This design comes from an exercise in tuning for small area, a short achievable clock period and few clock cycles per item on the open sky130 flow, not from production work.
Only simulation tests tie the RTL to the original design; equivalence was not proved.

==> flow/design.v (excerpt) <==
module isg_extract (
    input  wire        clk,
    input  wire        rst,         
    input  wire        cfg_we,
    input  wire [5:0]  cfg_addr,
    input  wire [5:0]  cfg_pos,
    input  wire [6:0]  npos,        
    input  wire [31:0] qstep,       
    input  wire        variant,     
    input  wire        in_valid,
    input  wire [7:0]  in_data,
    output wire        in_ready,
    output reg         done,
    output reg  [63:0] bits_out
);
    reg        cfg_we_r;
    reg [5:0]  cfg_addr_r, cfg_pos_r;
    reg [31:0] qstep_r;
    reg        variant_r;
    reg [6:0]  npos_r;
    reg [5:0]  pos_tab [0:63];
    always @(posedge clk) begin
        cfg_we_r   <= cfg_we;
        cfg_addr_r <= cfg_addr;
        cfg_pos_r  <= cfg_pos;
        qstep_r    <= qstep;
        variant_r  <= variant;
        npos_r     <= npos | {6'd0, (npos == 7'd0)};    
        if (cfg_we_r)
            pos_tab[cfg_addr_r] <= cfg_pos_r;
    end
    reg  [5:0] c;             
    reg  [5:0] ld_cnt;        
    reg        in_ready_r;
    reg        smp_v;
    reg  [7:0] smp_r;         
    assign in_ready = in_ready_r;
    wire ir_cur;               
    wire accept = in_valid & ir_cur;
    always @(posedge clk) begin
        smp_r <= {~in_data[7], in_data[6:0]};
        smp_v <= accept & ~rst;
    end
    reg  [511:0] ringv;
    wire [7:0]   ring63 = ringv[511:504];
    wire [7:0]   tail_in = smp_v ? smp_r : ring63;
    always @(posedge clk)
        ringv <= {ringv[503:0], tail_in};
    wire signed [7:0] s0 = ringv[55:48];
    wire signed [7:0] s1 = ringv[47:40];
    wire signed [7:0] s2 = ringv[39:32];
    wire signed [7:0] s3 = ringv[31:24];
    wire signed [7:0] s4 = ringv[23:16];
    wire signed [7:0] s5 = ringv[15:8];
    wire signed [7:0] s6 = ringv[7:0];
    wire signed [7:0] s7 = tail_in;
    wire signed [8:0] e0 = s0 + s7, e1 = s1 + s6, e2 = s2 + s5, e3 = s3 + s4;
    wire signed [8:0] o0 = s0 - s7, o1 = s1 - s6, o2 = s2 - s5, o3 = s3 - s4;
    reg signed [8:0]  f_e0, f_e1, f_e2, f_e3;
    reg signed [8:0]  f_o0, f_o1, f_o2, f_o3;
    reg [2:0]         f_x;
    always @(posedge clk) begin
        if (fen) begin
            f_e0 <= e0; f_e1 <= e1; f_e2 <= e2; f_e3 <= e3;
            f_o0 <= o0; f_o1 <= o1; f_o2 <= o2; f_o3 <= o3;
            f_x  <= c[5:3];
        end
    end
  ...
export LEC_CHECK = 0
export ABC_AREA = 1
export CAP_MARGIN = 20
export CORE_MARGIN = 2
export CORE_UTILIZATION = 55
export PLACE_DENSITY = 0.7
export SLEW_MARGIN = 20
create_clock -name core_clock -period 13.0 [get_ports {clk}]
run.sh (not shown) runs the stock make flow with config.mk's settings and CLKGATE_MAP_FILE= SYNTH_SCRIPT=/design/flow/synth_recipe.tcl, a recipe that flattens the netlist after the stock synthesis.
Testbench counts at the start, summed over its fixed seeds: cycles 26,064, items 320.
Rerun with:
--- a/flow/design.v
+++ b/flow/design.v
@@ -20,17 +20,17 @@
     reg [6:0]  npos_r;
     reg [5:0]  pos_tab [0:63];
     always @(posedge clk) begin
         cfg_we_r   <= cfg_we;
         cfg_addr_r <= cfg_addr;
         cfg_pos_r  <= cfg_pos;
         qstep_r    <= qstep;
         variant_r  <= variant;
-        npos_r     <= npos | {6'd0, (npos == 7'd0)};    
+        npos_r     <= npos;
         if (cfg_we_r)
             pos_tab[cfg_addr_r] <= cfg_pos_r;
     end
     reg  [5:0] c;             
     reg  [5:0] ld_cnt;        
     reg        in_ready_r;
     reg        smp_v;
     reg  [7:0] smp_r;         
@@ -639,19 +639,19 @@
     reg  [287:0] resv;
     wire [35:0]  res_head = resv[287:252];
     wire         head_pend = res_head[35];
     wire         head_tag  = res_head[34];
     wire [5:0]   head_p    = res_head[33:28];
     wire [27:0]  head_c    = res_head[27:0];
     reg          out_tag;
     wire         d_free = !dbusy || (dcnt == 5'd0);
-    wire         take = d_free && head_pend && (head_tag == out_tag);
+    wire         take = d_free && head_pend && (head_tag == out_tag) && !rst;
     wire [35:0]  res_in = h_v ? {1'b1, h_tag, h_p, h_c}
-                              : {head_pend & ~take, res_head[34:0]};
+                              : {head_pend & ~take & ~rst, res_head[34:0]};
     integer ri;
     reg [7:0] pend_bits;
     always @* begin
         for (ri = 0; ri < 8; ri = ri + 1)
             pend_bits[ri] = resv[36*ri + 35];
     end
     assign any_pend = |pend_bits;
     always @(posedge clk) begin
- wire length climbs by 2.0%
- synthesized cell count hardly moves
- hold slack is about the same
- utilization stays flat
- sequential share of layout area stays flat
- register-to-register slack is better by 20 ps
Testbench counts after the change, summed over its fixed seeds: cycles 26,064, items 320.

## separate check: timing with driven ports
In the flow no input, the clock included, has a driving cell. The finished layouts below were timed again as built, in two steps.
Step 1 sets driving cells, clkbuf_16 on the clock port and buf_2 on the other inputs (assumed; they add their load-dependent delay and slew).
Step 2 times the ports against the registers' clock, not the clock port: input delays grow and output delays shrink by t, the midpoint of the rising clock arrivals with the driver on.
Slacks: ideal ports / drivers / drivers and shift; pairs: ideal ports / drivers.
run	t (ns)	setup slack, ns	latest minus earliest clock arrival (ns)
the first run	0.950	8.282 / 8.190 / 7.719	0.110 / 0.109
the second run	0.948	8.379 / 8.379 / 8.042	0.064 / 0.063
After both steps every run listed still meets setup and hold. For the first run, which loses most, drivers alone change the setup slack by -0.092 ns; drivers and shift together by -0.563 ns.
